This design comes from an exercise in tuning for a short achievable clock period and few clock cycles on the open sky130 flow, not from production work. Only simulation tests tie the RTL to the original design; equivalence was not proved. Power figures rest on the tool's default switching activity, not on a simulated workload.

Setup of rev 12:
==> flow/design.v <==
module xbee_rx_engine (
    input  wire        clk,
    input  wire        rst,
    input  wire [7:0]  in_data,
    input  wire        in_valid,
    output wire        in_ready,
    input  wire        eos,           
    output wire [7:0]  out_data,
    output wire        out_valid,
    input  wire        out_ready,
    output wire        out_last,
    output wire [2:0]  out_route,
    output wire        done,
    output wire [15:0] frames,
    output wire [15:0] noise_bytes,
    output wire [15:0] bad_cksum,
    output wire [15:0] truncated,
    output wire [15:0] too_long
);
    localparam [7:0] DELIM = 8'h7E;
    localparam integer H   = 65;      
    localparam integer NS  = H + 1;   
    localparam integer NSUM = 62;     
    localparam [2:0] R_RX      = 3'd0;
    localparam [2:0] R_AT_RESP = 3'd1;
    localparam [2:0] R_TX_STAT = 3'd2;
    localparam [2:0] R_RAT_RSP = 3'd3;
    localparam [2:0] R_UNKNOWN = 3'd4;
    localparam [2:0] R_BAD_LEN = 3'd5;
    reg  rst_r;
    always @(posedge clk) rst_r <= rst;
    wire rst_any = rst | rst_r;
    reg        ir;          
    reg  [7:0] in_reg;
    reg        in_v;        
    reg        eos_r;
    reg        dadv;        
    reg  [6:0] dcnt;        
    wire adv = in_v | dadv;
    always @(posedge clk) begin
        in_reg <= in_data;
        eos_r  <= eos & ~rst_any;
        in_v   <= in_valid & ir & ~rst_any;
    end
    reg  [7:0] dat [0:NS-1];
    reg        vld [0:NS-1];
    reg  [7:0] sum [0:NSUM-1];    
    integer k;
    always @(posedge clk) begin
        if (adv) begin
            dat[0] <= in_reg;
            for (k = 1; k < NS; k = k + 1)
                dat[k] <= dat[k-1];
            for (k = 1; k < NSUM; k = k + 1)
                sum[k] <= sum[k-1];
        end
    end
    always @(posedge clk) begin
        if (rst_r)
            sum[0] <= 8'd0;
        else if (in_v)
            sum[0] <= sum[0] + in_reg;
    end
    always @(posedge clk) begin
        if (rst_r) begin
            for (k = 0; k < NS; k = k + 1)
                vld[k] <= 1'b0;
        end else if (adv) begin
            vld[0] <= in_v;
            for (k = 1; k < NS; k = k + 1)
                vld[k] <= vld[k-1];
        end
    end
    reg  [60:0] oh63;
    reg        isd64, no464, lng64, sv64;
    reg  [7:0] ss64, tgt64;
    reg  [5:0] len64;
    reg  [2:0] rte64;
    reg        ok65, bad65, trn65, tln65;
    reg  [5:0] len65;
    reg  [2:0] rte65;
    reg  [2:0] rt63;
    always @(*) begin
        if (dat[61] == 8'd0)
            rt63 = R_UNKNOWN;
        else case (dat[60])
            8'h90:   rt63 = (dat[61] >= 8'd12) ? R_RX      : R_BAD_LEN;
            8'h88:   rt63 = (dat[61] >= 8'd5)  ? R_AT_RESP : R_BAD_LEN;
            8'h8B:   rt63 = (dat[61] == 8'd7)  ? R_TX_STAT : R_BAD_LEN;
            8'h97:   rt63 = (dat[61] >= 8'd15) ? R_RAT_RSP : R_BAD_LEN;
            default: rt63 = R_UNKNOWN;
        endcase
    end
    reg  [7:0] ss_sel;
    reg        sv_sel;
    always @(*) begin
        ss_sel = 8'd0;
        sv_sel = 1'b0;
        for (k = 0; k <= 60; k = k + 1) begin
            ss_sel = ss_sel | ({8{oh63[k]}} & sum[60-k]);
            sv_sel = sv_sel | (oh63[k] & vld[60-k]);
        end
    end
    always @(posedge clk) begin
        if (adv) begin
            for (k = 0; k <= 60; k = k + 1)
                oh63[k] <= (dat[60] == k);
            isd64 <= vld[63] && dat[63] == DELIM;
            no464 <= !vld[60];
            lng64 <= (dat[62] != 8'd0) || (dat[61] > 8'd60);
            ss64  <= ss_sel;
            sv64  <= sv_sel;
            tgt64 <= sum[61] - 8'd1;
            len64 <= dat[61][5:0];
            rte64 <= rt63;
            ok65  <= isd64 && !no464 && !lng64 && sv64 && ss64 == tgt64;
            bad65 <= isd64 && !no464 && !lng64 && sv64 && ss64 != tgt64;
            trn65 <= isd64 && (no464 || (!lng64 && !sv64));
            tln65 <= isd64 && !no464 && lng64;
            len65 <= len64;
            rte65 <= rte64;
        end
    end
    reg  [5:0]  skip;       
    reg  [2:0]  route;
    reg  [15:0] frames_r;
    reg  [15:0] noise_r;
    reg  [15:0] badck_r;
    reg  [15:0] trunc_r;
    reg  [15:0] toolong_r;
    wire        hd    = adv && vld[H];
    wire        in_fr = (skip != 6'd0);
    wire        wr    = hd && in_fr && (skip != 6'd1);    
    wire [11:0] wbeat = {route, (skip == 6'd2), dat[H]};
    always @(posedge clk) begin
        if (rst_r) begin
            skip      <= 6'd0;
            route     <= R_UNKNOWN;
            frames_r  <= 16'd0;
            noise_r   <= 16'd0;
            badck_r   <= 16'd0;
            trunc_r   <= 16'd0;
            toolong_r <= 16'd0;
        end else if (hd) begin
            if (in_fr) begin
                skip <= skip - 6'd1;
            end else if (ok65) begin
                skip     <= len65 + 6'd3;
                route    <= rte65;
                frames_r <= frames_r + 16'd1;
            end else begin
                noise_r <= noise_r + 16'd1;
                if (bad65) badck_r   <= badck_r + 16'd1;
                if (trn65) trunc_r   <= trunc_r + 16'd1;
                if (tln65) toolong_r <= toolong_r + 16'd1;
            end
        end
    end
    reg  [11:0] fmem [0:3];
    reg  [1:0]  fwp;
    reg  [1:0]  frp;
    reg  [2:0]  fcnt;
    reg         ov;
    reg  [11:0] obeat;
    wire        oload = !ov || out_ready;
    wire        fne   = (fcnt != 3'd0);
    wire        take  = oload && fne;
    wire [2:0]  fcnt_up = fcnt + {2'd0, wr};
    wire [2:0]  fcnt_dn = fcnt_up - 3'd1;
    always @(posedge clk) begin
        if (wr)
            fmem[fwp] <= wbeat;
    end
    always @(posedge clk) begin
        if (rst_any) begin
            ov    <= 1'b0;
            obeat <= 12'd0;
        end else if (oload) begin
            ov    <= fne;
            obeat <= fmem[frp];
        end
    end
    always @(posedge clk) begin
        if (rst_r) begin
            fwp  <= 2'd0;
            frp  <= 2'd0;
            fcnt <= 3'd0;
        end else begin
            if (wr)
                fwp <= fwp + 2'd1;
            if (take)
                frp <= frp + 2'd1;
            fcnt <= take ? fcnt_dn : fcnt_up;
        end
    end
    reg  done_r;
    wire [6:0] dcnt_nx = dcnt - {6'd0, dadv};
    always @(posedge clk) begin
        if (rst_any) begin
            ir     <= 1'b0;
            done_r <= 1'b0;
        end else begin
            ir     <= (fcnt < 3'd2);
            done_r <= done_r || (eos_r && dcnt == 7'd0 && !fne && (!ov || out_ready));
        end
    end
    always @(posedge clk) begin
        if (rst_r) begin
            dcnt <= NS[6:0];
            dadv <= 1'b0;
        end else begin
            dcnt <= dcnt_nx;
            dadv <= eos_r && (dcnt_nx != 7'd0) && (fcnt < 3'd2);
        end
    end
    assign in_ready  = ir;
    assign out_valid = ov;
    assign out_data  = obeat[7:0];
    assign out_last  = obeat[8];
    assign out_route = obeat[11:9];
    reg  [15:0] frames_o, noise_o, badck_o, trunc_o, toolong_o;
    always @(posedge clk) begin
        frames_o  <= frames_r;
        noise_o   <= noise_r;
        badck_o   <= badck_r;
        trunc_o   <= trunc_r;
        toolong_o <= toolong_r;
    end
    assign done        = done_r;
    assign frames      = frames_o;
    assign noise_bytes = noise_o;
    assign bad_cksum   = badck_o;
    assign truncated   = trunc_o;
    assign too_long    = toolong_o;
endmodule
==> flow/config.mk <==
export PLATFORM = sky130hd
export DESIGN_NAME = xbee_rx_engine
export DESIGN_NICKNAME = xbee_rx_engine
export VERILOG_FILES = /design/flow/design.v
export SDC_FILE = /design/flow/constraint.sdc
export NUM_CORES = 4
export LEC_CHECK = 0
export ABC_CLOCK_PERIOD_IN_PS = 2500
export CAP_MARGIN = 20
export CORE_MARGIN = 2
export CORE_UTILIZATION = 60
export CTS_CLUSTER_DIAMETER = 60
export CTS_CLUSTER_SIZE = 30
export SETUP_SLACK_MARGIN = 5
export SLEW_MARGIN = 20
==> flow/constraint.sdc <==
create_clock -name core_clock -period 10.0 [get_ports {clk}]
set_input_delay 2.0000 -clock core_clock [delete_from_list [all_inputs] [get_ports {clk}]]
set_output_delay 2.0000 -clock core_clock [all_outputs]
set_load 0.01 [all_outputs]
standard.sh (not shown) runs the stock make flow with config.mk's settings and CLKGATE_MAP_FILE= SYNTH_SCRIPT=/design/flow/synth_recipe.tcl, a recipe that flattens the netlist after the stock synthesis.
==> flow/flow/run.sh <==
#!/bin/bash
# Own layout flow: the standard flow (standard.sh, which runs the ORFS
# make targets with the standard synthesis), with the repair steps aimed at a
# shorter period than the design's 10 ns clock (the constraints themselves
# are not changed), port buffers that may be resized freely, and a fanout
# limit for buffering the wide enables. Each tool's full log stays under
# orfs/logs/; make's own output goes to make_finish.log here.
set -euo pipefail
here=$(pwd)
bash standard.sh \
  SETUP_SLACK_MARGIN=7.2 \
  MATCH_CELL_FOOTPRINT=0 \
  "BUFFER_PORTS_ARGS=-buffer_cell sky130_fd_sc_hd__buf_4" \
  PRE_RESIZE_TCL="$here/flow/fanout.tcl" \
  finish > "$here/make_finish.log" 2>&1
==> flow/flow/fanout.tcl <==
# Sourced before repair_design in the resize step: limit fanout so that the
# design's wide enables get a buffer tree instead of a few long chains.
set_max_fanout 20 [current_design]
Testbench counts of rev 12, summed over its fixed seeds: cycles 66,002.
#### Input delta (rev 13 over rev 12)
-- flow/design.v --
<<< rev 12, line 157
        end
    end
    reg  [11:0] fmem [0:3];
    reg  [1:0]  fwp;
    reg  [1:0]  frp;
    reg  [2:0]  fcnt;
    reg         ov;
    reg  [11:0] obeat;
    wire        oload = !ov || out_ready;
    wire        fne   = (fcnt != 3'd0);
    wire        take  = oload && fne;
    wire [2:0]  fcnt_up = fcnt + {2'd0, wr};
    wire [2:0]  fcnt_dn = fcnt_up - 3'd1;
    always @(posedge clk) begin
        if (wr)
>>> rev 13, line 157
        end
    end
    reg  [11:0] fmem [0:7];
    reg  [2:0]  fwp;
    reg  [2:0]  frp;
    reg  [3:0]  fcnt;
    reg         ov;
    reg  [11:0] obeat;
    wire        oload = !ov || out_ready;
    wire        fne   = (fcnt != 4'd0);
    wire        take  = oload && fne;
    wire [3:0]  fcnt_up = fcnt + {3'd0, wr};
    wire [3:0]  fcnt_dn = fcnt_up - 4'd1;
    always @(posedge clk) begin
        if (wr)
<<< rev 12, line 183
    always @(posedge clk) begin
        if (rst_r) begin
            fwp  <= 2'd0;
            frp  <= 2'd0;
            fcnt <= 3'd0;
        end else begin
            if (wr)
                fwp <= fwp + 2'd1;
            if (take)
                frp <= frp + 2'd1;
            fcnt <= take ? fcnt_dn : fcnt_up;
        end
>>> rev 13, line 183
    always @(posedge clk) begin
        if (rst_r) begin
            fwp  <= 3'd0;
            frp  <= 3'd0;
            fcnt <= 4'd0;
        end else begin
            if (wr)
                fwp <= fwp + 3'd1;
            if (take)
                frp <= frp + 3'd1;
            fcnt <= take ? fcnt_dn : fcnt_up;
        end
<<< rev 12, line 201
            done_r <= 1'b0;
        end else begin
            ir     <= (fcnt < 3'd2);
            done_r <= done_r || (eos_r && dcnt == 7'd0 && !fne && (!ov || out_ready));
        end
>>> rev 13, line 201
            done_r <= 1'b0;
        end else begin
            ir     <= (fcnt < 4'd4);
            done_r <= done_r || (eos_r && dcnt == 7'd0 && !fne && (!ov || out_ready));
        end
<<< rev 12, line 211
        end else begin
            dcnt <= dcnt_nx;
            dadv <= eos_r && (dcnt_nx != 7'd0) && (fcnt < 3'd2);
        end
    end
>>> rev 13, line 211
        end else begin
            dcnt <= dcnt_nx;
            dadv <= eos_r && (dcnt_nx != 7'd0) && (fcnt < 4'd4);
        end
    end
<<< rev 12, line 219
    assign out_last  = obeat[8];
    assign out_route = obeat[11:9];
    reg  [15:0] frames_o, noise_o, badck_o, trunc_o, toolong_o;
    always @(posedge clk) begin
        frames_o  <= frames_r;
        noise_o   <= noise_r;
        badck_o   <= badck_r;
        trunc_o   <= trunc_r;
        toolong_o <= toolong_r;
    end
    assign done        = done_r;
    assign frames      = frames_o;
    assign noise_bytes = noise_o;
    assign bad_cksum   = badck_o;
    assign truncated   = trunc_o;
    assign too_long    = toolong_o;
endmodule
>>> rev 13, line 219
    assign out_last  = obeat[8];
    assign out_route = obeat[11:9];
    assign done        = done_r;
    assign frames      = frames_r;
    assign noise_bytes = noise_r;
    assign bad_cksum   = badck_r;
    assign truncated   = trunc_r;
    assign too_long    = toolong_r;
endmodule
## What came out
Summary: worst setup slack, rev 13 worse than rev 12. Rev 12 -> rev 13: number of input and output port buffers inserted delta 0, exact match. Cell area after synthesis, rev 13 and rev 12: lower on rev 12. Post-synthesis instance total delta for rev 13 relative to rev 12: 22 higher. Summary of rev 13 over rev 12: post-cts gate resize count increased by 81% relative to the old numbers, part of the cycle the worst path needs closely matched the old numbers, vias after detailed routing increased by 960 relative to the old numbers, internal power consumption decreased by 1.1% relative to the old numbers, overall routing resource usage increased by 0.51 points relative to the old numbers. For rev 12, the timing endpoint of the critical path was noise_bytes[4], unlike rev 13, where it was too_long[2].
Testbench counts of rev 13, summed over its fixed seeds: cycles 66,002.

what the ideal ports hide:
Ports are ideal in the flow. The routed layouts listed here were re-timed in OpenROAD.
Step 1: set_driving_cell puts a clkbuf_16 on clk and a buf_2 on each other input, an assumption about the parent block.
Step 2 times the ports against the registers' clock, not the clock port: input delays grow and output delays shrink by t, the midpoint of the rising clock arrivals with the driver on.
Slacks: no drivers / after step 1 / after step 2; pairs: no drivers / after step 1.
run	shift t [ns]	setup slack, ns	slew at the worst register clock pin (ns)
rev 12	0.715	6.859 / 6.790 / 6.730	0.11 / 0.11
rev 13	0.738	6.846 / 6.774 / 6.663	0.10 / 0.10
After both steps setup and hold are still met in every run listed. The setup slack of rev 13, which loses most, moves by -0.072 ns with the drivers and by -0.183 ns with both steps.
